Source: an optimization exercise on an open RTL-to-GDS flow (aim: small area, a short achievable clock period and few clock cycles per item). Production flows keep margins and buffers that such runs may drop. At most, simulation tests tie the RTL to the original design; equivalence was not proved. The clock port is modelled as an ideal driver; clocking choices that lean on that would not hold on a real chip.

==> job 9070: inputs <==
==> flow/design.v (excerpt) <==
module grad_stream (
    input  wire       clk,
    input  wire       rst,
    input  wire       in_valid,
    output wire       in_ready,
    input  wire       in_sof,
    input  wire [6:0] in_width,
    input  wire [1:0] in_preset,
    input  wire [7:0] in_pix,
    output reg        out_valid,
    input  wire       out_ready,
    output reg  [7:0] out_mag
);
==> flow/config.mk <==
export PLATFORM = sky130hd
export DESIGN_NAME = grad_stream
export DESIGN_NICKNAME = grad_stream
export VERILOG_FILES = /design/flow/design.v
export SDC_FILE = /design/flow/constraint.sdc
export NUM_CORES = 4
export LEC_CHECK = 0
export ABC_AREA = 1
export CAP_MARGIN = 20
export CORE_MARGIN = 2
export CORE_UTILIZATION = 40
export SLEW_MARGIN = 20
==> flow/constraint.sdc <==
create_clock -name core_clock -period 30.0 [get_ports {clk}]
set_input_delay 6.0000 -clock core_clock [delete_from_list [all_inputs] [get_ports {clk}]]
set_output_delay 6.0000 -clock core_clock [all_outputs]
set_load 0.01 [all_outputs]
standard.sh (not shown) runs the stock make flow with config.mk's settings and CLKGATE_MAP_FILE= SYNTH_SCRIPT=/design/flow/synth_recipe.tcl, a recipe that flattens the netlist after the stock synthesis.
==> flow/flow/run.sh <==
#!/bin/bash
# Layout: the standard flow (standard.sh), with these changes to how the
# layout is made:
#  - the port buffers are sky130_fd_sc_hd__buf_2 (buffer_ports otherwise
#    picks a slow delay cell); every port still gets its buffer;
#  - repair_timing is asked for a large setup margin, so that it sizes the
#    paths towards a short period instead of stopping at the 30 ns clock;
#    the clock, its period and the I/O constraints are the standard flow's, unchanged.
# standard.sh's output is kept in standard.log and the tools' own logs are
# copied to flow_logs/.
set -uo pipefail
export BUFFER_PORTS_ARGS="-buffer_cell sky130_fd_sc_hd__buf_2"
export SETUP_SLACK_MARGIN=22.5
export CTS_ARGS="-sink_clustering_enable -repair_clock_nets -sink_clustering_size 30 -sink_clustering_max_diameter 120 -dont_use_dummy_load -buf_list {sky130_fd_sc_hd__clkbuf_8 sky130_fd_sc_hd__clkbuf_16}"
bash standard.sh > standard.log 2>&1
st=$?
cp -r orfs/logs flow_logs 2>/dev/null || true
exit $st
==> job 9052 (differences from job 9070) <==
--- a/flow/design.v
+++ b/flow/design.v
@@ -108,24 +108,24 @@
         end
     end
     wire signed [11:0] vcs = {2'b0, col_v};
     wire signed [11:0] vbs = {2'b0, vb};
     wire signed [11:0] sx_c = vcs - vbs;
     wire signed [11:0] sy_c = (eo ? db + col_d : 12'sd0) + (sb ? 2 * da : da);
     reg               pv1;
-    reg signed [11:0] sx1, sy1;
+    reg signed [10:0] sx1, sy1;     
     always @(posedge clk) begin
-        sx1 <= sx_c;
-        sy1 <= sy_c;
+        sx1 <= sx_c[10:0];
+        sy1 <= sy_c[10:0];
     end
-    wire       nx = sx1[11], ny = sy1[11];
+    wire       nx = sx1[10], ny = sy1[10];
     wire [7:0] mx = sx1[7:0] ^ {8{nx}};
     wire [7:0] my = sy1[7:0] ^ {8{ny}};
-    wire bigx = nx ? !((sx1[10:8] == 3'h7) && (sx1[7:0] != 8'd0)) : (sx1[10:8] != 3'h0);
-    wire bigy = ny ? !((sy1[10:8] == 3'h7) && (sy1[7:0] != 8'd0)) : (sy1[10:8] != 3'h0);
+    wire bigx = nx ? !((sx1[9:8] == 2'h3) && (sx1[7:0] != 8'd0)) : (sx1[9:8] != 2'h0);
+    wire bigy = ny ? !((sy1[9:8] == 2'h3) && (sy1[7:0] != 8'd0)) : (sy1[9:8] != 2'h0);
     wire sqw1 = (mx[0] & mx[5]) ^ (mx[1] & mx[4]);
     wire sqw2 = (mx[0] & mx[5]) & (mx[1] & mx[4]);
     wire sqw3 = (mx[0] & mx[7]) ^ (mx[1] & mx[6]) ^ (mx[2] & mx[5]);
     wire sqw4 = ((mx[0] & mx[7]) & (mx[1] & mx[6])) | ((mx[0] & mx[7]) & (mx[2] & mx[5])) | ((mx[1] & mx[6]) & (mx[2] & mx[5]));
     wire sqw5 = (mx[3] & mx[4]) ^ mx[4];
     wire sqw6 = (mx[3] & mx[4]) & mx[4];
     wire sqw7 = (mx[0] & mx[3]) ^ (mx[1] & mx[2]) ^ mx[2];
==> flow/flow/run.sh (replaced) <==
#!/bin/bash
# Layout: the standard flow (standard.sh), with these changes to how the
# layout is made:
#  - the port buffers are sky130_fd_sc_hd__buf_2 (buffer_ports otherwise
#    picks a slow delay cell); every port still gets its buffer;
#  - repair_timing is asked for a large setup margin, so that it sizes the
#    paths towards a short period instead of stopping at the 30 ns clock;
#    the clock, its period and the I/O constraints are the standard flow's, unchanged.
# standard.sh's output is kept in standard.log and the tools' own logs are
# copied to flow_logs/.
set -uo pipefail
export BUFFER_PORTS_ARGS="-buffer_cell sky130_fd_sc_hd__buf_2"
# no setup margin
export CTS_ARGS="-sink_clustering_enable -repair_clock_nets -sink_clustering_size 30 -sink_clustering_max_diameter 120 -dont_use_dummy_load -sink_clustering_levels 1 -buf_list {sky130_fd_sc_hd__clkbuf_8 sky130_fd_sc_hd__clkbuf_16}"
bash standard.sh > standard.log 2>&1
st=$?
cp -r orfs/logs flow_logs 2>/dev/null || true
exit $st
Settings changed: CORE_UTILIZATION 40 to 65.
==> qor summary <==
Run status: job 9070 finished clean; job 9052 finished clean
Period minus WS final: job 9070 7.206 ns; job 9052 7.138 ns
Total met3 wirelength after detailed routing: job 9070 1.982 mm; job 9052 2.424 mm
Core region area: job 9070 0.1122 mm²; job 9052 0.06871 mm²
Met1 capacity usage during global routing: job 9070 17.91%; job 9052 29.45%
Number of synthesized register bits: job 9070 1219; job 9052 1218
Sequential cell area fraction in the yosys report: job 9070 79.02%; job 9052 78.95%
Average cell area after synthesis: job 9070 16.58 µm²; job 9052 16.61 µm²
Post-synthesis to final-layout area growth: job 9070 7.429%; job 9052 5.690%
Worst slew margin: job 9070 29.75%; job 9052 30.75%
Total nets after synthesis: job 9070 2952; job 9052 2948
Worst-case setup margin in the final layout: job 9070 22.79 ns; job 9052 22.86 ns
Initial DRC count: job 9070 1613; job 9052 1690
Worst clock skew: job 9070 0.07848 ns; job 9052 0.06747 ns
Floorplan die width: job 9070 340.0 µm; job 9052 267.7 µm
Max Fclk: job 9070 138.8 MHz; job 9052 140.1 MHz
Non-Clock Buffer Area Fraction: job 9070 0.6549%; job 9052 0.7074%
Number of clock sinks seen by CTS: job 9070 1219; job 9052 1218
Well-tap cell count: job 9070 1500; job 9052 931
Multi-input gate share of the layout cell area: job 9070 17.07%; job 9052 17.32%
Multi-input comb cells: job 9070 1181; job 9052 1169
FFs & Latches: job 9070 1219; job 9052 1218
Testbench counts of job 9052, summed over its fixed seeds: cycles 48,038, items 48,000.
Only the layout flow was run in job 9070; the RTL was not checked for function there.

re-timing with driven ports:
No port has a modelled driver above. Below, the same layouts with a new extraction and two added sets of constraints.
Step 1 sets driving cells, clkbuf_16 on the clock port and buf_2 on the other inputs (assumed; they add their load-dependent delay and slew).
Step 2 also shifts input and output timing later by t, the mid clock arrival at the registers, as if the neighbouring blocks saw the same clock.
a / b / c = ideal ports / drivers / drivers and shift; a / b = the first two.
| run | t (ns) | setup WS [ns] | clock arrival spread, ns |
|---|---|---|---|
| job 9070 | 0.676 | 22.794 / 22.727 / 22.415 | 0.122 / 0.122 |
| job 9052 | 0.659 | 22.862 / 22.798 / 22.612 | 0.072 / 0.072 |
After both steps setup and hold are still met in every run listed. The setup slack of job 9070, which loses most, moves by -0.067 ns with the drivers and by -0.379 ns with both steps.
